From an optimization exercise on the open Yosys and OpenROAD flow, aimed at small area, a short achievable clock period and few clock cycles per item; shortcuts taken in it are not production practice.
Where RTL was checked, it was by simulation tests only, not by an equivalence proof against the original.
Function not checked in runs 2 and 3: the RTL went through the layout flow alone.
Power is estimated from default activity; no workload was simulated.

## flow/config.mk

```make
export PLATFORM = sky130hd
export DESIGN_NAME = mmu_xlate
export DESIGN_NICKNAME = mmu_xlate
export VERILOG_FILES = /design/flow/design.v
export SDC_FILE = /design/flow/constraint.sdc
export NUM_CORES = 4
export LEC_CHECK = 0
export CAP_MARGIN = 20
export CORE_MARGIN = 2
export CORE_UTILIZATION = 40
export SLEW_MARGIN = 20
```

## flow/constraint.sdc

```tcl
create_clock -name core_clock -period 10.0 [get_ports {clk}]
set_input_delay 2.0000 -clock core_clock [delete_from_list [all_inputs] [get_ports {clk}]]
set_output_delay 2.0000 -clock core_clock [all_outputs]
set_load 0.01 [all_outputs]
```

## flow/design.v

```verilog
module mmu_xlate (
    input  wire        clk,
    input  wire        rst,         
    input  wire        req_valid,
    output wire        req_ready,
    input  wire [1:0]  req_op,      
    input  wire [31:0] req_data,    
    input  wire        req_en,      
    output reg         rsp_valid,
    output reg  [31:0] rsp_pa,
    output reg         rsp_fault    
);
    localparam integer N = 16;
    assign req_ready = 1'b1;
    reg        v1;
    reg [1:0]  op1;
    reg [31:0] d1;
    reg        en1;
    always @(posedge clk) begin
        v1  <= req_valid & ~rst;
        op1 <= req_op;
        d1  <= req_data;
        en1 <= req_en;
    end
    reg [19:0]  ent_vpn [0:N-1];   
    reg [1:0]   ent_sc  [0:N-1];   
    reg [N-1:0] vld;               
    wire clr = v1 && op1 == 2'd1;
    wire app = v1 && op1 == 2'd2 && d1[8] && !vld[N-1];
    always @(posedge clk) begin
        if (rst || clr)
            vld <= {N{1'b0}};
        else if (app)
            vld <= {vld[N-2:0], 1'b1};
    end
    genvar g;
    generate
        for (g = 0; g < N; g = g + 1) begin : ent
            wire first_free = (g == 0) ? !vld[0] : (vld[g-1] && !vld[g]);
            always @(posedge clk) begin
                if (app && first_free) begin
                    ent_vpn[g] <= d1[31:12];
                    ent_sc[g]  <= d1[5:4];
                end
            end
        end
    endgenerate
    function automatic [3:0] field(input [5:0] a, input [5:0] b, input integer w);
        reg eq, lt, inc, alll, pl;
        integer m;
        begin
            eq = 1'b1; lt = 1'b0; inc = 1'b0; alll = 1'b1;
            for (m = 0; m < w; m = m + 1) begin
                pl   = alll;
                inc  = (inc & ~(a[m] ^ b[m])) | (pl & a[m] & ~b[m]);
                lt   = (~a[m] & b[m]) | (~(a[m] ^ b[m]) & lt);
                eq   = eq & ~(a[m] ^ b[m]);
                alll = alll & ~a[m] & b[m];
            end
            field = {eq, lt, inc, alll};
        end
    endfunction
    reg [N-1:0] hit;
    reg [3:0]   f0, f1, f2, f3;
    reg         c4, c8, c14;
    integer i;
    always @(*) begin
        for (i = 0; i < N; i = i + 1) begin
            f0 = field({2'b00, d1[15:12]}, {2'b00, ent_vpn[i][3:0]}, 4);
            f1 = field({2'b00, d1[19:16]}, {2'b00, ent_vpn[i][7:4]}, 4);
            f2 = field(d1[25:20], ent_vpn[i][13:8],  6);
            f3 = field(d1[31:26], ent_vpn[i][19:14], 6);
            c4  = f0[2];
            c8  = f1[2] | (f1[3] & c4);
            c14 = f2[2] | (f2[3] & c8);
            case (ent_sc[i])
                2'd0: hit[i] = f0[3] & f1[3] & f2[3] & f3[3];
                2'd1: hit[i] = c4 ? ((f1[1] & f2[3] & f3[3]) | (f1[0] & f2[1] & f3[3]) |
                                     (f1[0] & f2[0] & f3[1]))
                                  : (f1[3] & f2[3] & f3[3]);
                2'd2: hit[i] = c8 ? ((f2[1] & f3[3]) | (f2[0] & f3[1]))
                                  : (f2[3] & f3[3]);
                default: hit[i] = c14 ? f3[1] : f3[3];
            endcase
            hit[i] = hit[i] & vld[i];
        end
    end
    reg         v2, x2;
    reg [N-1:0] hit2;
    reg [31:0]  va2;
    always @(posedge clk) begin
        v2   <= v1 & ~rst;
        x2   <= op1 == 2'd0 && en1;    
        hit2 <= hit;
        va2  <= d1;
    end
    reg [N-1:0] ahead;    
    reg [13:0]  bsel;
    reg [3:0]   n0, n1, n2, n3;
    reg         seen;
    always @(*) begin
        seen = 1'b0;
        bsel = 14'd0;
        n0 = 4'd0; n1 = 4'd0; n2 = 4'd0; n3 = 4'd0;
        for (i = 0; i < N; i = i + 1) begin
            if (hit2[i] && !seen) bsel = bsel | ent_vpn[i][13:0];
            seen = seen | hit2[i];
            ahead[i] = !seen;
        end
        for (i = 0; i < N - 1; i = i + 1) begin
            n0 = n0 + (ahead[i] && ent_sc[i] == 2'd0);
            n1 = n1 + (ahead[i] && ent_sc[i] == 2'd1);
            n2 = n2 + (ahead[i] && ent_sc[i] == 2'd2);
            n3 = n3 + (ahead[i] && ent_sc[i] == 2'd3);
        end
    end
    reg         v3, x3, miss3;
    reg [13:0]  bsel3;
    reg [17:0]  pbase3;    
    reg [31:0]  va3;
    always @(posedge clk) begin
        v3     <= v2 & ~rst;
        x3     <= x2;
        miss3  <= !(|hit2);
        bsel3  <= bsel;
        pbase3 <= {n3, 2'b00, n2, n1, n0};
        va3    <= va2;
    end
    wire [13:0] off = va3[25:12] - bsel3;
    always @(posedge clk) begin
        rsp_valid <= v3 & ~rst;
        rsp_fault <= x3 && miss3;
        rsp_pa    <= x3 ? {1'b0, {1'b0, pbase3} + {5'd0, off}, va3[11:0]} : va3;
    end
endmodule
```

## flow/run.sh

```bash
#!/bin/bash
# synth_recipe.tcl (not shown) runs the flow's synth.tcl, then flattens the netlist and writes it again
# the make line also repeats each setting of config.mk as NAME=value (left out here)
make -C /OpenROAD-flow-scripts/flow DESIGN_CONFIG=/design/flow/config.mk WORK_HOME=/design/flow/orfs CLKGATE_MAP_FILE= SYNTH_SCRIPT=/design/flow/synth_recipe.tcl finish
```

==> results of run 1 <==
-- stage by stage --
step / hold slack, ns / std cells / util, % / setup slack (ns) / power, mW
floorplan: 0.310 / 3128 / - / 4.05 / 2.80
detailed placement: 0.312 / 4229 / 43.0 / 3.18 / 2.97
global placement: 0.310 / 4229 / 43.0 / 3.34 / 2.97
finish: 0.323 / 4345 / 45.7 / 3.15 / 5.33
global route: 0.325 / 4345 / 45.7 / 2.81 / 5.51
CTS: 0.322 / 4345 / 45.7 / 3.18 / 5.38
-- power breakdown --
part	internal (mW)	switching (mW)	total, mW
Combinational	0.171	0.274	0.445
Sequential	2.46	0.0209	2.48
Clock	1.43	0.967	2.40
Total	4.06	1.26	5.33
-- logic make-up (layout without fill, tap and decap cells) --
group / after synthesis / count (layout)
flip-flops: 553 / 553
AO/OA/AOI/OAI: 728 / 728
buffers and inverters: 283 / 440
other: 1 / 1
adder cells (fa/ha/maj): 363 / 363
XOR/XNOR: 98 / 98
multiplexers: 44 / 44
AND/OR/NAND/NOR: 1058 / 1058
-- layer usage --
layer | track usage [%] | routed length [um]
met1 | 32.9 | 43400
met2 | 34.8 | 42000
met3 | 2.78 | 6820
met4 | 6.14 | 2480
met5 | 0 | 0
-- critical path, stage by stage (launching register included) --
cell,delay [ns]
sky130_fd_sc_hd__dfxtp_1,0.59
sky130_fd_sc_hd__or4_4,0.66
sky130_fd_sc_hd__or4_1,0.60
sky130_fd_sc_hd__or4_4,0.52
sky130_fd_sc_hd__nor3_4,0.18
sky130_fd_sc_hd__nand2b_1,0.29
sky130_fd_sc_hd__or3_1,0.48
sky130_fd_sc_hd__nor3_1,0.24
sky130_fd_sc_hd__fa_1,0.46
sky130_fd_sc_hd__inv_1,0.10
sky130_fd_sc_hd__fa_1,0.41
sky130_fd_sc_hd__fa_1,0.54
sky130_fd_sc_hd__inv_1,0.05
sky130_fd_sc_hd__fa_1,0.52
sky130_fd_sc_hd__inv_1,0.05
sky130_fd_sc_hd__fa_1,0.46
sky130_fd_sc_hd__fa_1,0.39
sky130_fd_sc_hd__xnor2_1,0.20
-- cell usage after synthesis, types with 68 or more instances --
master / n / area [um^2]
sky130_fd_sc_hd__nor3_1: 91 / 455
sky130_fd_sc_hd__edfxtp_1: 352 / 10600
sky130_fd_sc_hd__inv_1: 194 / 728
sky130_fd_sc_hd__ha_1: 321 / 4020
sky130_fd_sc_hd__nand3_1: 106 / 531
sky130_fd_sc_hd__a21oi_1: 194 / 971
sky130_fd_sc_hd__nand2_1: 294 / 1100
sky130_fd_sc_hd__xnor2_1: 68 / 596
sky130_fd_sc_hd__o21ai_0: 129 / 646
sky130_fd_sc_hd__nand4_1: 93 / 582
sky130_fd_sc_hd__nor2_1: 140 / 526
sky130_fd_sc_hd__dfxtp_1: 201 / 4020
-- cell type report --
class | count | area share, %
clock inverters | 36 | 1.19
repair buffers | 129 | 3.12
inverters | 195 | 1.99
clock buffers | 80 | 4.72
multi-input cells | 2292 | 45.6
flip-flops and latches | 553 | 39.8
well taps | 1060 | 3.61
-- worst paths after layout --
kind	start	endpoint	slack (ns)	depth (start not counted)
worst min register to register	va2[1]$_DFF_P_	va3[1]$_DFF_P_	0.32	0
worst min-delay path	va2[1]$_DFF_P_	va3[1]$_DFF_P_	0.32	0
worst max-delay path	hit2[1]$_DFF_P_	pbase3[2]$_DFF_P_	3.15	17
worst max register to register	hit2[1]$_DFF_P_	pbase3[2]$_DFF_P_	3.15	17
-- state kept, by name, summed over array words and instances (netlist names) --
| register | cells |
|---|---|
| d1 | 32 |
| v1 | 1 |
| v3 | 1 |
| x3 | 1 |
| miss3 | 1 |
| vld | 16 |
| va2 | 32 |
| va3 | 32 |
| rsp_pa | 32 |
| en1 | 1 |
| rsp_valid | 1 |
| op1 | 2 |
| rsp_fault | 1 |
| ent_vpn | 320 |
| ent_sc | 32 |
| pbase3 | 16 |
| hit2 | 16 |
| bsel3 | 14 |
| x2 | 1 |
| v2 | 1 |
==> run_summary.xml, run 1 <==
<?xml version="1.0" encoding="UTF-8"?>
<metrics>
  <group name="worst_setup_path">
    <metric name="timing.critical_path.from_type" unit="">flip-flop</metric>
    <metric name="criticalPathCategory" unit="">flip-flop to flip-flop</metric>
    <metric name="cp.arrival" unit="ns">7.41</metric>
    <metric name="worst-endpoint-required" unit="ns">10.56</metric>
    <metric name="critical_path.endpoint_type" unit="">flip-flop</metric>
    <metric name="critPathMaxFanout" unit="">23</metric>
  </group>
  <group name="die">
    <metric name="fp.dieArea" unit="um^2">83100</metric>
    <metric name="std_cell_rows" unit="">104</metric>
    <metric name="boundaryPins" unit="">73</metric>
    <metric name="dieHeight" unit="um">288</metric>
    <metric name="design.core.area" unit="um^2">80300</metric>
    <metric name="die_w" unit="um">288</metric>
    <metric name="initial_core_util" unit="%">40.3</metric>
  </group>
  <group name="route">
    <metric name="detail-route-antenna-nets" unit="">0</metric>
    <metric name="postRouteWirelength" unit="um">94700</metric>
    <metric name="route.detailed.wl_per_inst" unit="um">21.8</metric>
    <metric name="routed-via-count" unit="">25236</metric>
    <metric name="drt_iter0_drc" unit="">2668</metric>
    <metric name="detail_route.drc_violations" unit="">0</metric>
    <metric name="post_drt_via_cell_ratio" unit="">5.81</metric>
    <metric name="drt_pre_antenna_iters" unit="">5</metric>
  </group>
  <group name="global_route">
    <metric name="number_of_global_route_vias_before_repair" unit="">23291</metric>
    <metric name="grt_antenna_before_repair" unit="">2</metric>
    <metric name="global_route_wire_length_before_repair" unit="um">143000</metric>
    <metric name="track_usage" unit="%">22.4</metric>
    <metric name="overflow" unit="">0</metric>
    <metric name="grt_start_max_net_pins" unit="">59</metric>
  </group>
  <group name="logic_synthesis">
    <metric name="yosysWarnings" unit="">3</metric>
    <metric name="ys.flop_type" unit="">sky130_fd_sc_hd__edfxtp_1</metric>
    <metric name="number_of_synthesized_flops_with_an_enable_pin" unit="">352</metric>
    <metric name="muxShareOfSynthArea" unit="%">1.44</metric>
    <metric name="post_synth_instance_area" unit="um^2">32300</metric>
    <metric name="postSynthNetCount" unit="">3529</metric>
    <metric name="synthCells" unit="">3128</metric>
    <metric name="largest_family_of_logic_cells_by_synthesized_area" unit="">simple AND/OR/NAND/NOR gates</metric>
    <metric name="syn-mean-instance-area" unit="um^2">10.3</metric>
    <metric name="synth_seq_cells" unit="">553</metric>
    <metric name="async_flop_share" unit="%">0</metric>
    <metric name="synth-xor-area-share" unit="%">2.65</metric>
    <metric name="adder_cell_share_of_the_synthesized_area" unit="%">15.0</metric>
    <metric name="ys_types" unit="">87</metric>
    <metric name="synth_simple_gate_area_share" unit="%">17.3</metric>
    <metric name="seq_area_frac_synth" unit="%">45.1</metric>
    <metric name="synth_compound_area_share" unit="%">15.1</metric>
  </group>
  <group name="final_layout">
    <metric name="flow.area_growth_from_synthesis" unit="%">13.5</metric>
    <metric name="antennaDiodeCount" unit="">0</metric>
    <metric name="nNetsFinal" unit="">3633</metric>
    <metric name="layout-drive-gt1-share" unit="%">7.25</metric>
    <metric name="area_of_combinational_cells_with_multiple_inputs" unit="um^2">16700</metric>
    <metric name="fill_cells" unit="">7401</metric>
    <metric name="finish.instance_area" unit="um^2">36700</metric>
    <metric name="layout.cells.most_common_list" unit="">352 x sky130_fd_sc_hd__edfxtp_1, 321 x sky130_fd_sc_hd__ha_1, 294 x sky130_fd_sc_hd__nand2_1, 194 x sky130_fd_sc_hd__inv_1, 194 x sky130_fd_sc_hd__a21oi_1</metric>
    <metric name="register_area" unit="um^2">14600</metric>
    <metric name="layout_commonest_cell" unit="">sky130_fd_sc_hd__edfxtp_1</metric>
  </group>
  <group name="place">
    <metric name="io_buffers" unit="">71</metric>
    <metric name="gpl.final_weighted_congestion" unit="">0.915</metric>
    <metric name="dpl_cell_area" unit="um^2">34500</metric>
    <metric name="place_hpwl" unit="um">68800</metric>
  </group>
  <group name="clock_network">
    <metric name="cts_resized" unit="">0</metric>
    <metric name="cts_hold_buffers" unit="">0</metric>
    <metric name="cts-buffers-inserted" unit="">61</metric>
    <metric name="cts_htree_levels" unit="">2</metric>
    <metric name="cts_tree" unit="">done</metric>
    <metric name="clockRootBuffer" unit="">sky130_fd_sc_hd__clkbuf_16</metric>
    <metric name="post-cts-setup-buffers" unit="">0</metric>
    <metric name="clkTransAtPathRegs" unit="ns">0.06</metric>
    <metric name="clk-insertion-delay-late" unit="ns">0.64</metric>
    <metric name="ctsLongestPathBuffers" unit="">3</metric>
    <metric name="cts.sinks" unit="">553</metric>
  </group>
  <group name="timing">
    <metric name="final_period_minus_worst_setup_slack" unit="ns">6.85</metric>
    <metric name="finalClockSkew" unit="ns">0.0160</metric>
    <metric name="setup_violations" unit="">0</metric>
    <metric name="unrepaired_setup_endpoints_after_global_routing" unit="">no</metric>
    <metric name="tightest_slew" unit="ns">1.13</metric>
    <metric name="hold_violations" unit="">0</metric>
    <metric name="final_min_period_over_clock_period" unit="%">68.5</metric>
    <metric name="max_clock_freq" unit="GHz">0.146</metric>
    <metric name="finalMaxSlewViolations" unit="">0</metric>
    <metric name="timing.max_slew.rel_slack" unit="%">24.4</metric>
    <metric name="setup_tns" unit="ns">0</metric>
  </group>
  <group name="outcome">
    <metric name="outcome" unit="">complete, no violations</metric>
  </group>
  <group name="pwr">
    <metric name="power.leakage" unit="nW">14.0</metric>
    <metric name="ir_worst_vdd" unit="mV">0.152</metric>
    <metric name="power.density_cell_area" unit="nW/um^2">145</metric>
  </group>
  <group name="flow_run">
    <metric name="max_cap_violations" unit="">0</metric>
  </group>
  <group name="min_path">
    <metric name="min-delay-path-class" unit="">flip-flop to flip-flop</metric>
  </group>
</metrics>
Testbench counts, summed over its fixed seeds: cycles 3,919, items 3,887.
==> run 2: changes to the inputs <==
==> flow/design.v (replaced) <==
module mmu_xlate (
    input  wire        clk,
    input  wire        rst,         
    input  wire        req_valid,
    output wire        req_ready,
    input  wire [1:0]  req_op,      
    input  wire [31:0] req_data,    
    input  wire        req_en,      
    output reg         rsp_valid,
    output reg  [31:0] rsp_pa,
    output reg         rsp_fault    
);
    localparam integer N = 16;
    assign req_ready = 1'b1;
    reg        v1;
    reg [1:0]  op1;
    reg [31:0] d1;
    reg        en1;
    always @(posedge clk) begin
        v1  <= req_valid & ~rst;
        op1 <= req_op;
        d1  <= req_data;
        en1 <= req_en;
    end
    reg [19:0] ent_vpn [0:N-1];    
    reg [1:0]  ent_sc  [0:N-1];    
    reg [19:0] ent_off [0:N-1];    
    reg [N-1:0] vld;               
    reg [17:0] sum;                
    function [14:0] leaf_pages(input [1:0] sc);
        case (sc)
            2'd0: leaf_pages = 15'd1;
            2'd1: leaf_pages = 15'd16;
            2'd2: leaf_pages = 15'd256;
            default: leaf_pages = 15'd16384;
        endcase
    endfunction
    wire clr = v1 && op1 == 2'd1;
    wire app = v1 && op1 == 2'd2 && d1[8] && !vld[N-1];
    always @(posedge clk) begin
        if (rst || clr) begin
            vld <= {N{1'b0}};
            sum <= 18'd0;
        end else if (app) begin
            vld <= {vld[N-2:0], 1'b1};
            sum <= sum + {3'd0, leaf_pages(d1[5:4])};
        end
    end
    wire [19:0] new_off = {2'b00, sum} - d1[31:12];
    genvar g;
    generate
        for (g = 0; g < N; g = g + 1) begin : ent
            wire first_free = (g == 0) ? !vld[0] : (vld[g-1] && !vld[g]);
            always @(posedge clk) begin
                if (app && first_free) begin
                    ent_vpn[g] <= d1[31:12];
                    ent_sc[g]  <= d1[5:4];
                    ent_off[g] <= new_off;
                end
            end
        end
    endgenerate
    reg [N-1:0] hit;
    reg [20:0]  dd;
    integer i;
    always @(*) begin
        for (i = 0; i < N; i = i + 1) begin
            dd = {1'b0, d1[31:12]} - {1'b0, ent_vpn[i]};
            hit[i] = vld[i] && !dd[20] && dd[19:14] == 6'd0 &&
                     (ent_sc[i] == 2'd3 || dd[13:8] == 6'd0) &&
                     (ent_sc[i][1]      || dd[7:4]  == 4'd0) &&
                     (ent_sc[i] != 2'd0 || dd[3:0]  == 4'd0);
        end
    end
    reg         v2, x2;
    reg [N-1:0] hit2;
    reg [31:0]  va2;
    always @(posedge clk) begin
        v2   <= v1 & ~rst;
        x2   <= op1 == 2'd0 && en1;    
        hit2 <= en1 ? hit : {N{1'b0}};
        va2  <= d1;
    end
    reg [N-1:0] oh;
    reg         seen;
    reg [19:0]  offsel;
    always @(*) begin
        seen = 1'b0;
        offsel = 20'd0;
        for (i = 0; i < N; i = i + 1) begin
            oh[i] = hit2[i] && !seen;
            seen = seen | hit2[i];
            offsel = offsel | ({20{oh[i]}} & ent_off[i]);
        end
    end
    always @(posedge clk) begin
        rsp_valid <= v2 & ~rst;
        rsp_fault <= x2 && !(|hit2);
        rsp_pa    <= {va2[31:12] + offsel, va2[11:0]};
    end
endmodule
==> run_summary.xml, run 2 <==
<?xml version="1.0" encoding="UTF-8"?>
<metrics>
  <group name="route">
    <metric name="postRouteWirelength" unit="um">109000</metric>
    <metric name="routed-via-count" unit="">31333</metric>
    <metric name="post_drt_via_cell_ratio" unit="">5.42</metric>
    <metric name="detail_route.drc_violations" unit="">0</metric>
    <metric name="route.detailed.wl_per_inst" unit="um">18.9</metric>
    <metric name="drt_pre_antenna_iters" unit="">6</metric>
    <metric name="drt_iter0_drc" unit="">2127</metric>
    <metric name="detail-route-antenna-nets" unit="">0</metric>
  </group>
  <group name="clock_network">
    <metric name="clk-insertion-delay-late" unit="ns">0.68</metric>
    <metric name="cts_htree_levels" unit="">3</metric>
    <metric name="post-cts-setup-buffers" unit="">0</metric>
    <metric name="clkTransAtPathRegs" unit="ns">0.06</metric>
    <metric name="cts_resized" unit="">0</metric>
    <metric name="cts-buffers-inserted" unit="">92</metric>
    <metric name="cts_hold_buffers" unit="">0</metric>
    <metric name="cts_tree" unit="">done</metric>
    <metric name="ctsLongestPathBuffers" unit="">3</metric>
    <metric name="cts.sinks" unit="">826</metric>
    <metric name="clockRootBuffer" unit="">sky130_fd_sc_hd__clkbuf_16</metric>
  </group>
  <group name="pwr">
    <metric name="power_frac_comb" unit="%">8.7</metric>
    <metric name="seqPwrFrac" unit="%">48.5</metric>
    <metric name="cellInternalPower" unit="mW">5.91</metric>
    <metric name="power.switching" unit="mW">1.86</metric>
    <metric name="ir_worst_vdd" unit="mV">0.144</metric>
    <metric name="power.density_cell_area" unit="nW/um^2">153</metric>
    <metric name="clock_power_share" unit="%">42.8</metric>
    <metric name="power.leakage" unit="nW">19.7</metric>
    <metric name="netSwitchingFraction" unit="%">24.0</metric>
  </group>
  <group name="global_route">
    <metric name="overflow" unit="">0</metric>
    <metric name="track_usage" unit="%">19.0</metric>
    <metric name="grt_start_max_net_pins" unit="">44</metric>
    <metric name="grt_antenna_before_repair" unit="">7</metric>
    <metric name="number_of_global_route_vias_before_repair" unit="">29675</metric>
    <metric name="global_route_wire_length_before_repair" unit="um">168000</metric>
  </group>
  <group name="final_layout">
    <metric name="flow.area_growth_from_synthesis" unit="%">13.7</metric>
    <metric name="layout_commonest_cell" unit="">sky130_fd_sc_hd__edfxtp_1</metric>
    <metric name="layout.cells.most_common_list" unit="">672 x sky130_fd_sc_hd__edfxtp_1, 432 x sky130_fd_sc_hd__inv_1, 362 x sky130_fd_sc_hd__ha_1, 293 x sky130_fd_sc_hd__nand2_1, 252 x sky130_fd_sc_hd__a21oi_1</metric>
    <metric name="finish.instance_area" unit="um^2">50700</metric>
    <metric name="layout-drive-gt1-share" unit="%">8.09</metric>
    <metric name="instances_no_fill" unit="">5777</metric>
    <metric name="nNetsFinal" unit="">4630</metric>
  </group>
  <group name="logic_synthesis">
    <metric name="ys_types" unit="">107</metric>
    <metric name="yosysWarnings" unit="">4</metric>
    <metric name="async_flop_share" unit="%">0</metric>
    <metric name="synth.top_cells.by_count" unit="">672 x sky130_fd_sc_hd__edfxtp_1, 433 x sky130_fd_sc_hd__inv_1, 362 x sky130_fd_sc_hd__ha_1</metric>
    <metric name="synth-xor-area-share" unit="%">3.08</metric>
    <metric name="yosysTopAreaCellShare" unit="%">45.2</metric>
    <metric name="post_synth_instance_area" unit="um^2">44600</metric>
    <metric name="netlist.top_cell.by_area" unit="">sky130_fd_sc_hd__edfxtp_1</metric>
    <metric name="number_of_synthesized_flops_with_an_enable_pin" unit="">672</metric>
    <metric name="muxShareOfSynthArea" unit="%">0.729</metric>
    <metric name="main_area_contributors_after_synthesis" unit="">sky130_fd_sc_hd__edfxtp_1 45%, sky130_fd_sc_hd__ha_1 10%, sky130_fd_sc_hd__dfxtp_1 6.9%</metric>
    <metric name="synth_simple_gate_area_share" unit="%">11.6</metric>
    <metric name="synth_seq_cells" unit="">826</metric>
    <metric name="yosys.cell_count.top_type" unit="">sky130_fd_sc_hd__edfxtp_1</metric>
    <metric name="adder_cell_share_of_the_synthesized_area" unit="%">11.0</metric>
    <metric name="postSynthNetCount" unit="">4455</metric>
    <metric name="ys.flop_type" unit="">sky130_fd_sc_hd__edfxtp_1</metric>
    <metric name="synthCells" unit="">4037</metric>
    <metric name="seq_area_frac_synth" unit="%">52.1</metric>
    <metric name="synth_compound_area_share" unit="%">17.2</metric>
    <metric name="syn-mean-instance-area" unit="um^2">11.1</metric>
    <metric name="largest_family_of_logic_cells_by_synthesized_area" unit="">compound AO/OA/AOI/OAI gates</metric>
  </group>
  <group name="flow_run">
    <metric name="max_cap_violations" unit="">0</metric>
  </group>
  <group name="timing">
    <metric name="max_clock_freq" unit="GHz">0.159</metric>
    <metric name="final_period_minus_worst_setup_slack" unit="ns">6.31</metric>
    <metric name="finalMaxSlewViolations" unit="">0</metric>
    <metric name="postLayoutSetupSlackWorst" unit="ns">3.69</metric>
    <metric name="timing.max_slew.rel_slack" unit="%">32.2</metric>
    <metric name="finalClockSkew" unit="ns">0.0264</metric>
    <metric name="hold_ws" unit="ns">0.317</metric>
    <metric name="setup_tns" unit="ns">0</metric>
    <metric name="setup_violations" unit="">0</metric>
    <metric name="tightest_slew" unit="ns">1.01</metric>
    <metric name="unrepaired_setup_endpoints_after_global_routing" unit="">no</metric>
    <metric name="hold_violations" unit="">0</metric>
    <metric name="final_min_period_over_clock_period" unit="%">63.1</metric>
  </group>
  <group name="worst_setup_path">
    <metric name="worst-endpoint-required" unit="ns">10.54</metric>
    <metric name="reg2regPathDepth" unit="">19</metric>
    <metric name="cp.arrival" unit="ns">6.85</metric>
    <metric name="crit_path_cell_trace" unit="">buf_4, nor4_1, or3b_1, nor4_2, and2b_2, nand3b_4, nor4b_4, a221o_1, ha_1, a21o_1, a21oi_1, o21ai_1, o211a_1, nand4_1, a41oi_1, o311a_1, o41ai_1, o21ai_0, xnor2_1</metric>
    <metric name="cpPeakStageDelay" unit="ns">0.88</metric>
    <metric name="cpLargestDelayFamily" unit="">simple AND/OR/NAND/NOR gates</metric>
    <metric name="reg2reg_slack" unit="ns">3.69</metric>
    <metric name="worst_r2r_endpoint" unit="">rsp_pa[31]$_DFF_P_</metric>
    <metric name="criticalPathCategory" unit="">flip-flop to flip-flop</metric>
    <metric name="r2r_start" unit="">hit2[0]$_SDFF_PN0_</metric>
    <metric name="critPathSlowestCell" unit="">sky130_fd_sc_hd__nor4b_4</metric>
    <metric name="critical_path.endpoint_type" unit="">flip-flop</metric>
    <metric name="timing.critical_path.from_type" unit="">flip-flop</metric>
    <metric name="critPathMaxFanout" unit="">42</metric>
    <metric name="crit_buf_inv" unit="">1</metric>
  </group>
  <group name="place">
    <metric name="io_buffers" unit="">71</metric>
    <metric name="place_hpwl" unit="um">72700</metric>
    <metric name="placedCellCount" unit="">5606</metric>
    <metric name="dpl_cell_area" unit="um^2">47700</metric>
    <metric name="detailedPlace.worstSlack" unit="ns">3.63</metric>
    <metric name="gpl.final_weighted_congestion" unit="">0.857</metric>
  </group>
  <group name="die">
    <metric name="fp.dieArea" unit="um^2">114000</metric>
    <metric name="boundaryPins" unit="">73</metric>
    <metric name="std_cell_rows" unit="">122</metric>
    <metric name="initial_core_util" unit="%">40.3</metric>
    <metric name="die_w" unit="um">338</metric>
    <metric name="design.core.area" unit="um^2">111000</metric>
    <metric name="dieHeight" unit="um">338</metric>
  </group>
  <group name="min_path">
    <metric name="min-delay-path-class" unit="">flip-flop to flip-flop</metric>
    <metric name="end_point_of_the_most_critical_hold_path" unit="">rsp_pa[3]$_DFF_P_</metric>
    <metric name="whs_path_depth" unit="">0</metric>
    <metric name="min_from" unit="">va2[3]$_DFF_P_</metric>
  </group>
  <group name="outcome">
    <metric name="outcome" unit="">complete, no violations</metric>
  </group>
</metrics>
==> run 2: cell types whose count changed after synthesis, sizes merged, moves of 47 or more <==
cell	previous run	this run
o21ai	129	199
edfxtp	352	672
inv	194	434
nand4	93	26
dfxtp	201	154
xor2	30	80
nor2	142	242
a21oi	194	255
nand3	106	58
==> run 2: power groups by stage <==
stage | Clock [mW] | Sequential, mW | Combinational, mW
final | 3.32 | 3.77 | 0.677
after global routing | 3.55 | 3.77 | 0.755
after CTS | 3.41 | 3.77 | 0.676
after detailed placement | 0 | 3.85 | 0.672
after global placement | 0 | 3.85 | 0.666
after floorplan | 0 | 3.85 | 0.439
==> run 2: cells by family (layout without fill, tap and decap cells) <==
| kind of cell | count (synthesis) | after routing |
|---|---|---|
| buffers and inverters | 501 | 752 |
| multiplexers | 32 | 32 |
| AND/OR/NAND/NOR | 1038 | 1038 |
| XOR/XNOR | 157 | 157 |
| flip-flops | 826 | 826 |
| AO/OA/AOI/OAI | 1102 | 1102 |
| other | 1 | 2 |
| adder cells (fa/ha/maj) | 380 | 380 |
==> run 2: through the flow <==
stage               power [mW]  utilization, %
global route              8.08            45.8
detailed placement        4.52            43.1
floorplan                 4.29               -
finish                    7.77            45.8
global placement          4.51            43.1
CTS                       7.86            45.8
==> run 2: cell type report <==
cell class / instances / area (um^2)
fill: 10139 / 60000
sequential: 826 / 23300
multi-input combinational: 2710 / 19700
clock buffer: 123 / 2570
tap: 1488 / 1860
inverter: 434 / 1630
timing repair buffer: 148 / 1290
clock inverter: 47 / 427
antenna: 1 / 2.50
==> run 2: per-layer routing <==
| metal | vias to the layer above | wire (um) | track usage (%) |
|---|---|---|---|
| li1 | 15475 | - | - |
| met4 | 2 | 2890 | 5.79 |
| met2 | 642 | 51300 | 32.1 |
| met3 | 149 | 4900 | 2.09 |
| met1 | 15065 | 50200 | 25.7 |
| met5 | - | 10 | 0 |
==> run 2: worst max-delay path by stage <==
stage                       start                        to  depth (start not counted)
2_1_floorplan      op1[0]$_DFF_P_  ent_off[14][0]$_DFFE_PP_                          5
4_1_cts        hit2[0]$_SDFF_PN0_        rsp_pa[31]$_DFF_P_                         19
3_3_place_gp   hit2[0]$_SDFF_PN0_        rsp_pa[31]$_DFF_P_                         19
5_1_grt        hit2[0]$_SDFF_PN0_        rsp_pa[31]$_DFF_P_                         19
3_5_place_dp   hit2[0]$_SDFF_PN0_        rsp_pa[31]$_DFF_P_                         19
6_report       hit2[0]$_SDFF_PN0_        rsp_pa[31]$_DFF_P_                         19
==> run 2: worst register-to-register path: stages, from the launching register on <==
cell	delay (ns)
sky130_fd_sc_hd__dfxtp_1	0.30
sky130_fd_sc_hd__buf_4	0.26
sky130_fd_sc_hd__nor4_1	0.42
sky130_fd_sc_hd__or3b_1	0.76
sky130_fd_sc_hd__nor4_2	0.35
sky130_fd_sc_hd__and2b_2	0.27
sky130_fd_sc_hd__nand3b_4	0.14
sky130_fd_sc_hd__nor4b_4	0.88
sky130_fd_sc_hd__a221o_1	0.30
sky130_fd_sc_hd__ha_1	0.24
sky130_fd_sc_hd__a21o_1	0.19
sky130_fd_sc_hd__a21oi_1	0.28
sky130_fd_sc_hd__o21ai_1	0.11
sky130_fd_sc_hd__o211a_1	0.17
sky130_fd_sc_hd__nand4_1	0.10
sky130_fd_sc_hd__a41oi_1	0.21
sky130_fd_sc_hd__o311a_1	0.42
sky130_fd_sc_hd__o41ai_1	0.41
sky130_fd_sc_hd__o21ai_0	0.20
sky130_fd_sc_hd__xnor2_1	0.15
==> run 3: changes to the inputs <==
==> flow/design.v (replaced) <==
module mmu_xlate (
    input  wire        clk,
    input  wire        rst,         
    input  wire        req_valid,
    output wire        req_ready,
    input  wire [1:0]  req_op,      
    input  wire [31:0] req_data,    
    input  wire        req_en,      
    output reg         rsp_valid,
    output reg  [31:0] rsp_pa,
    output reg         rsp_fault    
);
    localparam integer N = 16;
    localparam [1:0] OP_XLATE = 2'd0, OP_CLEAR = 2'd1, OP_APPEND = 2'd2;
    localparam [1:0] S_IDLE = 2'd0, S_SCAN = 2'd1;
    reg [19:0] ent_vpn   [0:N-1];    
    reg [1:0]  ent_sc    [0:N-1];    
    reg [19:0] ent_pbase [0:N-1];    
    reg [4:0]  count;
    reg [19:0] sum;                  
    reg [1:0]  state;
    reg [3:0]  idx;
    reg [31:0] va;
    assign req_ready = (state == S_IDLE);
    function [14:0] leaf_pages(input [1:0] sc);
        case (sc)
            2'd0: leaf_pages = 15'd1;        
            2'd1: leaf_pages = 15'd16;       
            2'd2: leaf_pages = 15'd256;      
            default: leaf_pages = 15'd16384;  
        endcase
    endfunction
    wire [32:0] base  = {1'b0, ent_vpn[idx], 12'd0};
    wire [32:0] limit = base + {6'd0, leaf_pages(ent_sc[idx]), 12'd0};
    wire        hit   = ({1'b0, va} >= base) && ({1'b0, va} < limit);
    wire [31:0] pa    = {ent_pbase[idx], 12'd0} + (va - base[31:0]);
    always @(posedge clk) begin
        if (rst) begin
            state     <= S_IDLE;
            count     <= 5'd0;
            sum       <= 20'd0;
            rsp_valid <= 1'b0;
        end else begin
            rsp_valid <= 1'b0;
            case (state)
                S_IDLE: begin
                    if (req_valid) begin
                        case (req_op)
                            OP_CLEAR: begin
                                count     <= 5'd0;
                                sum       <= 20'd0;
                                rsp_valid <= 1'b1;
                                rsp_fault <= 1'b0;
                                rsp_pa    <= 32'd0;
                            end
                            OP_APPEND: begin
                                if (req_data[8] && count < N) begin
                                    ent_vpn[count[3:0]]   <= req_data[31:12];
                                    ent_sc[count[3:0]]    <= req_data[5:4];
                                    ent_pbase[count[3:0]] <= sum;
                                    sum   <= sum + {5'd0, leaf_pages(req_data[5:4])};
                                    count <= count + 5'd1;
                                end
                                rsp_valid <= 1'b1;
                                rsp_fault <= 1'b0;
                                rsp_pa    <= 32'd0;
                            end
                            OP_XLATE: begin
                                if (!req_en) begin
                                    rsp_valid <= 1'b1;
                                    rsp_fault <= 1'b0;
                                    rsp_pa    <= req_data;
                                end else begin
                                    va    <= req_data;
                                    idx   <= 4'd0;
                                    state <= S_SCAN;
                                end
                            end
                            default: begin
                                rsp_valid <= 1'b1;
                                rsp_fault <= 1'b0;
                                rsp_pa    <= 32'd0;
                            end
                        endcase
                    end
                end
                S_SCAN: begin
                    if ({1'b0, idx} >= count) begin
                        rsp_valid <= 1'b1;
                        rsp_fault <= 1'b1;
                        rsp_pa    <= 32'd0;
                        state     <= S_IDLE;
                    end else if (hit) begin
                        rsp_valid <= 1'b1;
                        rsp_fault <= 1'b0;
                        rsp_pa    <= pa;
                        state     <= S_IDLE;
                    end else begin
                        idx <= idx + 4'd1;
                        if (idx == 4'd15) begin
                            rsp_valid <= 1'b1;
                            rsp_fault <= 1'b1;
                            rsp_pa    <= 32'd0;
                            state     <= S_IDLE;
                        end
                    end
                end
                default: state <= S_IDLE;
            endcase
        end
    end
endmodule
==> run_summary.xml, run 3 <==
<?xml version="1.0" encoding="UTF-8"?>
<metrics>
  <group name="worst_setup_path">
    <metric name="cpPeakStageDelay" unit="ns">0.90</metric>
    <metric name="cp.arrival" unit="ns">7.14</metric>
    <metric name="critical_path.endpoint_type" unit="">flip-flop</metric>
    <metric name="worst-endpoint-required" unit="ns">10.37</metric>
    <metric name="critPathSlowestCell" unit="">sky130_fd_sc_hd__buf_4</metric>
    <metric name="criticalPathCategory" unit="">flip-flop to flip-flop</metric>
    <metric name="critPathMaxFanout" unit="">99</metric>
    <metric name="crit_path_cell_trace" unit="">buf_12, buf_4, mux4_2, mux4_2, inv_1, fa_1, inv_1, ha_1, a211oi_1, o22ai_1, a211oi_1, o21ai_0, a41oi_1, nor2_1, o221a_2, xnor2_1, a22o_1</metric>
    <metric name="cpLargestDelayFamily" unit="">compound AO/OA/AOI/OAI gates</metric>
    <metric name="crit_buf_inv" unit="">4</metric>
    <metric name="timing.critical_path.from_type" unit="">flip-flop</metric>
  </group>
  <group name="clock_network">
    <metric name="clockRootBuffer" unit="">sky130_fd_sc_hd__clkbuf_16</metric>
    <metric name="cts_htree_levels" unit="">3</metric>
    <metric name="post-cts-setup-buffers" unit="">0</metric>
    <metric name="cts.sinks" unit="">772</metric>
    <metric name="clk-insertion-delay-late" unit="ns">0.63</metric>
    <metric name="cts_tree" unit="">done</metric>
    <metric name="ctsLongestPathBuffers" unit="">3</metric>
    <metric name="cts_hold_buffers" unit="">0</metric>
    <metric name="cts-buffers-inserted" unit="">83</metric>
    <metric name="clkTransAtPathRegs" unit="ns">0.06</metric>
    <metric name="cts_resized" unit="">0</metric>
  </group>
  <group name="global_route">
    <metric name="number_of_global_route_vias_before_repair" unit="">17844</metric>
    <metric name="grt_start_max_net_pins" unit="">100</metric>
    <metric name="track_usage" unit="%">19.0</metric>
    <metric name="grt_antenna_before_repair" unit="">3</metric>
    <metric name="overflow" unit="">0</metric>
    <metric name="global_route_wire_length_before_repair" unit="um">118000</metric>
  </group>
  <group name="timing">
    <metric name="setup_violations" unit="">0</metric>
    <metric name="finalClockSkew" unit="ns">0.0230</metric>
    <metric name="timing.max_slew.rel_slack" unit="%">26.7</metric>
    <metric name="finalMaxSlewViolations" unit="">0</metric>
    <metric name="final_min_period_over_clock_period" unit="%">67.7</metric>
    <metric name="hold_violations" unit="">0</metric>
    <metric name="unrepaired_setup_endpoints_after_global_routing" unit="">no</metric>
    <metric name="final_period_minus_worst_setup_slack" unit="ns">6.77</metric>
    <metric name="max_clock_freq" unit="GHz">0.148</metric>
    <metric name="setup_tns" unit="ns">0</metric>
    <metric name="tightest_slew" unit="ns">1.10</metric>
  </group>
  <group name="logic_synthesis">
    <metric name="main_area_contributors_after_synthesis" unit="">sky130_fd_sc_hd__edfxtp_1 67%, sky130_fd_sc_hd__mux4_2 12%, sky130_fd_sc_hd__ha_1 3.5%</metric>
    <metric name="postSynthNetCount" unit="">1946</metric>
    <metric name="syn-mean-instance-area" unit="um^2">18.5</metric>
    <metric name="async_flop_share" unit="%">0</metric>
    <metric name="yosysTopAreaCellShare" unit="%">66.9</metric>
    <metric name="ys.flop_type" unit="">sky130_fd_sc_hd__edfxtp_1</metric>
    <metric name="post_synth_instance_area" unit="um^2">33200</metric>
    <metric name="yosysWarnings" unit="">1</metric>
    <metric name="netlist.top_cell.by_area" unit="">sky130_fd_sc_hd__edfxtp_1</metric>
    <metric name="synth_seq_cells" unit="">772</metric>
    <metric name="yosys.cell_count.top_type" unit="">sky130_fd_sc_hd__edfxtp_1</metric>
    <metric name="seq_area_frac_synth" unit="%">68.8</metric>
    <metric name="number_of_synthesized_flops_with_an_enable_pin" unit="">741</metric>
    <metric name="synth.top_cells.by_count" unit="">741 x sky130_fd_sc_hd__edfxtp_1, 182 x sky130_fd_sc_hd__mux4_2, 124 x sky130_fd_sc_hd__inv_1</metric>
    <metric name="synthCells" unit="">1795</metric>
    <metric name="ys_types" unit="">78</metric>
  </group>
  <group name="place">
    <metric name="gpl.final_weighted_congestion" unit="">0.871</metric>
    <metric name="place_hpwl" unit="um">46500</metric>
    <metric name="io_buffers" unit="">72</metric>
  </group>
  <group name="pwr">
    <metric name="seqPwrFrac" unit="%">52.2</metric>
    <metric name="power.leakage" unit="nW">12.7</metric>
    <metric name="cellInternalPower" unit="mW">5.35</metric>
    <metric name="ir_worst_vdd" unit="mV">0.121</metric>
    <metric name="netSwitchingFraction" unit="%">21.2</metric>
    <metric name="power.density_cell_area" unit="nW/um^2">179</metric>
    <metric name="power.switching" unit="mW">1.44</metric>
    <metric name="post-layout-total-power" unit="mW">6.79</metric>
    <metric name="power_frac_comb" unit="%">4.4</metric>
    <metric name="clock_power_share" unit="%">43.4</metric>
  </group>
  <group name="route">
    <metric name="detail-route-antenna-nets" unit="">0</metric>
    <metric name="post_drt_via_cell_ratio" unit="">5.68</metric>
    <metric name="drt_pre_antenna_iters" unit="">5</metric>
    <metric name="route.detailed.wl_per_inst" unit="um">26.3</metric>
    <metric name="detail_route.drc_violations" unit="">0</metric>
    <metric name="routed-via-count" unit="">17405</metric>
    <metric name="drt_iter0_drc" unit="">1783</metric>
    <metric name="postRouteWirelength" unit="um">80700</metric>
  </group>
  <group name="final_layout">
    <metric name="fill_cells" unit="">6873</metric>
    <metric name="layout_commonest_cell" unit="">sky130_fd_sc_hd__edfxtp_1</metric>
    <metric name="nNetsFinal" unit="">2076</metric>
    <metric name="layout.cells.most_common_list" unit="">741 x sky130_fd_sc_hd__edfxtp_1, 182 x sky130_fd_sc_hd__mux4_2, 123 x sky130_fd_sc_hd__inv_1, 94 x sky130_fd_sc_hd__ha_1, 84 x sky130_fd_sc_hd__clkbuf_16</metric>
    <metric name="layout-drive-gt1-share" unit="%">19.0</metric>
    <metric name="flow.area_growth_from_synthesis" unit="%">14.0</metric>
  </group>
  <group name="die">
    <metric name="fp.dieArea" unit="um^2">85400</metric>
    <metric name="std_cell_rows" unit="">105</metric>
    <metric name="design.core.area" unit="um^2">82200</metric>
    <metric name="initial_core_util" unit="%">40.4</metric>
    <metric name="dieHeight" unit="um">292</metric>
    <metric name="boundaryPins" unit="">73</metric>
    <metric name="die_w" unit="um">292</metric>
  </group>
  <group name="min_path">
    <metric name="min-delay-path-class" unit="">flip-flop to flip-flop</metric>
  </group>
  <group name="outcome">
    <metric name="outcome" unit="">complete, no violations</metric>
  </group>
  <group name="flow_run">
    <metric name="max_cap_violations" unit="">0</metric>
  </group>
</metrics>
==> run 3: cell count changes after synthesis, sizes merged, moves of 55 or more <==
cell / previous run / this run
dfxtp: 154 / 31
nor3: 77 / 16
nor2: 242 / 90
nand2: 293 / 54
o21ai: 199 / 35
edfxtp: 672 / 741
nand2b: 73 / 8
o21a: 64 / 7
xor2: 80 / 25
mux4: 0 / 198
a22oi: 66 / 10
a21oi: 255 / 47
ha: 362 / 94
inv: 434 / 124
==> run 3: final timing paths <==
kind | from | endpoint | slack [ns] | cells past startpoint
max reg2reg | flip-flop | rsp_pa[31]$_DFFE_PP_ | 3.23 | 17
min | count[4]$_SDFFE_PP0P_ | count[4]$_SDFFE_PP0P_ | 0.51 | 2
min reg2reg | count[4]$_SDFFE_PP0P_ | count[4]$_SDFFE_PP0P_ | 0.51 | 2
max | flip-flop | rsp_pa[31]$_DFFE_PP_ | 3.23 | 17
==> run 3: final cells by class <==
class	instances	area (um^2)	area share, %
flip-flops and latches	772	22900	60.4
multi-input cells	838	9590	25.3
clock buffers	108	2240	5.91
well taps	1070	1340	3.53
repair buffers	106	1020	2.68
inverters	124	465	1.23
clock inverters	43	369	0.974
diodes	1	2.50	0.00660
==> run 3: kinds of logic after synthesis <==
| group | Yosys count | synth area share [%] |
|---|---|---|
| flip-flops | 772 | 68.8 |
| AND/OR/NAND/NOR | 240 | 3.49 |
| AO/OA/AOI/OAI | 212 | 4.65 |
| multiplexers | 211 | 14.0 |
| buffers and inverters | 185 | 2.74 |
| adder cells (fa/ha/maj) | 113 | 4.68 |
| XOR/XNOR | 62 | 1.63 |
==> run 3: stage by stage <==
| stage | area (um^2) | setup slack (ns) | hold slack, ns | instances | utilization [%] |
|---|---|---|---|---|---|
| after floorplan | 33200 | 2.35 | 0.462 | 1795 | - |
| after global placement | 35300 | 2.87 | 0.492 | 2908 | 42.9 |
| after detailed placement | 35300 | 3.11 | 0.506 | 2910 | 42.9 |
| after CTS | 37900 | 3.08 | 0.512 | 3061 | 46.1 |
| after global routing | 37900 | 2.65 | 0.541 | 3061 | 46.1 |
| final | 37900 | 3.23 | 0.511 | 3062 | 46.1 |
==> run 3: worst min-delay path, delay by kind of cell (launching register included) <==
family | cells | cell delay, ns
flip-flops | 1 | 0.32
AND/OR/NAND/NOR | 2 | 0.14
==> run 3: routing by layer <==
metal  routed length, um  up-vias  track usage [%]  share of wire [%]
met5                  28        -                0              0.035
met1               34700     9219             26.5                 43
met2               39600      622             31.8                 49
met4                1260        4             4.40                1.6
li1                    -     7465                -                  -
met3                5060       95             2.75                6.3
==> run 3: power by group through the flow <==
| stage | Sequential [mW] | Clock, mW | Combinational (mW) |
|---|---|---|---|
| after floorplan | 3.61 | 0 | 0.184 |
| after global placement | 3.61 | 0 | 0.290 |
| after detailed placement | 3.61 | 0 | 0.297 |
| after CTS | 3.54 | 3.00 | 0.299 |
| after global routing | 3.54 | 3.13 | 0.325 |
| final | 3.54 | 2.95 | 0.298 |

[separate check: timing with driven ports]
In the flow no input, the clock included, has a driving cell. The finished layouts below were timed again as built, in two steps. Step 1 (the two cells are an assumption about what drives the block):
set clk [get_ports {clk}]
set_driving_cell -lib_cell sky130_fd_sc_hd__clkbuf_16 $clk
set_driving_cell -lib_cell sky130_fd_sc_hd__buf_2 [delete_from_list [all_inputs] $clk]
Step 2 moves the port delays by t, midway between the first and last clock arrival at a register: inputs arrive t later, outputs are due t later. That takes back most of the time a late clock gives input paths. Slacks: ideal ports / drivers / drivers and shift; pairs: ideal ports / drivers.
run | t, ns | setup slack, ns | worst setup path after step 2
run 1 | 0.701 | 3.150 / 3.150 / 3.150 | register to register
run 2 | 0.740 | 3.691 / 3.691 / 3.691 | register to register
run 3 | 0.681 | 3.228 / 3.228 / 3.228 | register to register
After both steps every run listed still meets setup and hold.
